Background: an optimization exercise with open tools, aiming at small area. Do not read the settings as production practice.
In this exercise RTL edits were held to simulation tests only and were not proved equivalent to the original.
Power and IR drop assume default switching activity.

the reference run:
==> flow/design.v (excerpt) <==
module bitbang_core (
    input  wire        clk,
    input  wire        rst,           
    input  wire [10:0] host_addr,     
    input  wire        host_we,
    input  wire [31:0] host_wdata,
    input  wire        host_re,
    output reg  [31:0] host_rdata,    
    output wire        busy,
    output wire        ev_valid,
    output wire [1:0]  ev_kind,       
    output wire [2:0]  ev_role,
    output wire        ev_level,
    output wire [31:0] ev_dur,
    input  wire        ev_ack,
    input  wire        ev_fault,
    input  wire [7:0]  ev_info,
    input  wire        ev_rlevel
);
Settings: LEC_CHECK=0, CAP_MARGIN=20, CORE_MARGIN=2, CORE_UTILIZATION=70, PLACE_DENSITY=0.8, SLEW_MARGIN=20, SYNTH_HIERARCHICAL=1; clock period 10.0 ns.
standard.sh (not shown) runs the stock make flow with config.mk's settings and CLKGATE_MAP_FILE= SYNTH_SCRIPT=/design/flow/synth_recipe.tcl, a recipe that flattens the netlist after the stock synthesis.
==> flow/flow/run.sh <==
#!/bin/bash
# The standard layout (the standard.sh, unchanged synthesis), with two
# options passed to ORFS through its environment:
# - clock tree: clkbuf_16 sink clusters of at most 35 flip-flops within 55 um,
#   without the dummy loads CTS adds to balance the tree;
# - port buffers: sky130_fd_sc_hd__buf_1.
set -euo pipefail
export CTS_ARGS="-sink_clustering_enable -repair_clock_nets -sink_clustering_size 35 -sink_clustering_max_diameter 55 -buf_list \"sky130_fd_sc_hd__clkbuf_8 sky130_fd_sc_hd__clkbuf_16\" -dont_use_dummy_load"
export BUFFER_PORTS_ARGS="-buffer_cell sky130_fd_sc_hd__buf_1"
bash standard.sh > flow.log 2>&1
The reference run was carried through to the last stage, and its layout satisfied the timing, DRC and antenna checks.
The inputs of the trial run differ from those of the reference run as listed below.
==> flow/flow/run.sh <==
#!/bin/bash
# The standard layout (the standard.sh, unchanged synthesis), with two
# options passed to ORFS through its environment:
# - clock tree: clkbuf_16 sink clusters of at most 35 flip-flops within 55 um,
#   without the dummy loads CTS adds to balance the tree;
# - port buffers: sky130_fd_sc_hd__buf_1.
set -euo pipefail
export CTS_ARGS="-sink_clustering_enable -repair_clock_nets -sink_clustering_size 20 -sink_clustering_max_diameter 35 -buf_list sky130_fd_sc_hd__clkbuf_8 -dont_use_dummy_load"
export BUFFER_PORTS_ARGS="-buffer_cell sky130_fd_sc_hd__buf_1"
bash standard.sh > flow.log 2>&1
### Flow results
Diff the trial run..the reference run | fraction of area in non-clock buffers | negligible. Delta(worst setup slack, the trial run - the reference run) < 0. Delta (the trial run minus the reference run): clock network contribution to total cell area went up 0.77 points, routed wire length held, routability-driven placement congestion ratio held, per-cell via count in the routed design went down about 1.7%.

---

Another version of the RTL of bitbang_core (not shown whole).
For scale: ~2500 flip-flops, roughly 130 I/O pins.
Design bitbang_core, start of the top module:
module bitbang_core (
    input  wire        clk,
    input  wire        rst,           
    input  wire [10:0] host_addr,     
    input  wire        host_we,
    input  wire [31:0] host_wdata,
    input  wire        host_re,
    output reg  [31:0] host_rdata,    
    output wire        busy,
    output wire        ev_valid,
    output wire [1:0]  ev_kind,       
    output wire [2:0]  ev_role,
    output wire        ev_level,
    output wire [31:0] ev_dur,
    input  wire        ev_ack,
    input  wire        ev_fault,
    input  wire [7:0]  ev_info,
    input  wire        ev_rlevel
);
    localparam [29:0] TICKS = 30'd1000000000;
    localparam [3:0] OP_XLATE = 4'h1, OP_SPI_INIT = 4'h2, OP_SPI_FREE = 4'h3,
                     OP_SPI_XFER = 4'h4, OP_I2C_INIT = 4'h5, OP_I2C_FREE = 4'h6,
                     OP_I2C_WRITE = 4'h7, OP_I2C_READ = 4'h8, OP_I2C_WRRD = 4'h9,
                     OP_SER_INIT = 4'hA, OP_SER_FREE = 4'hB, OP_SER_WRITE = 4'hC,
                     OP_SER_READ = 4'hD;
    localparam [2:0] R_SCK = 3'd0, R_MOSI = 3'd1, R_MISO = 3'd2, R_SCL = 3'd3,
                     R_SDA = 3'd4, R_TX = 3'd5, R_RX = 3'd6;
    localparam [1:0] K_WRITE = 2'd0, K_READ = 2'd1, K_DELAY = 2'd2;
    localparam [2:0] E_OK = 3'd0, E_PIN = 3'd1, E_NACK = 3'd2, E_PARITY = 3'd3,
  ...
clock: 10.0 ns
lec_check: 0
cap_margin: 20
core_margin: 2
core_utilization: 70
cts_buf_list: sky130_fd_sc_hd__clkbuf_16
cts_cluster_diameter: 60
cts_cluster_size: 40
place_density: 0.8
slew_margin: 20
synth_hierarchical: 1
run.sh (not shown) runs the stock make flow with config.mk's settings and CLKGATE_MAP_FILE= SYNTH_SCRIPT=/design/flow/synth_recipe.tcl, a recipe that flattens the netlist after the stock synthesis.
Stock flow here: none of the scripts above is used.
Then changed:
Settings changed: CORE_UTILIZATION 70 to 65, CTS_CLUSTER_DIAMETER 60 to 50, CTS_CLUSTER_SIZE 40 to 25, PLACE_DENSITY 0.8 to unset.
Result:
- sequential power is about the same
- power came out higher by 5.6%
- fmax is lower by 0.54%
- design area went up by 1.5%
- final cell count is higher by 3.0%
- die area goes up by 7.6%
- utilization is lower by 4.5 points

==> port drivers added, routing unchanged <==
The results above use ideal ports. As a check the final layouts listed here were re-extracted and re-timed, cells and wires unchanged.
Step 1, drivers: a clkbuf_16 drives clk and a buf_2 each remaining input, both assumed.
Step 2 also shifts input and output timing later by t, the mid clock arrival at the registers, as if the neighbouring blocks saw the same clock.
Slacks: no drivers / after step 1 / after step 2; pairs: no drivers / after step 1.
run | t, ns | slack for setup (ns) | worst setup path after step 2 | slew at the worst register clock pin (ns)
the reference run | 0.853 | 0.941 / 0.941 / 0.941 | register to register | 0.10 / 0.10
the trial run | 1.091 | 0.929 / 0.929 / 0.929 | register to register | 0.10 / 0.10
the first run of note 2 | 0.887 | 0.742 / 0.742 / 0.724 | input to register | 0.12 / 0.12
the second run of note 2 | 0.903 | 0.691 / 0.691 / 0.691 | register to register | 0.10 / 0.10
After both steps setup and hold are still met in every run listed. The setup slack of the first run of note 2, which loses most, moves by 0.000 ns with the drivers and by -0.018 ns with both steps.
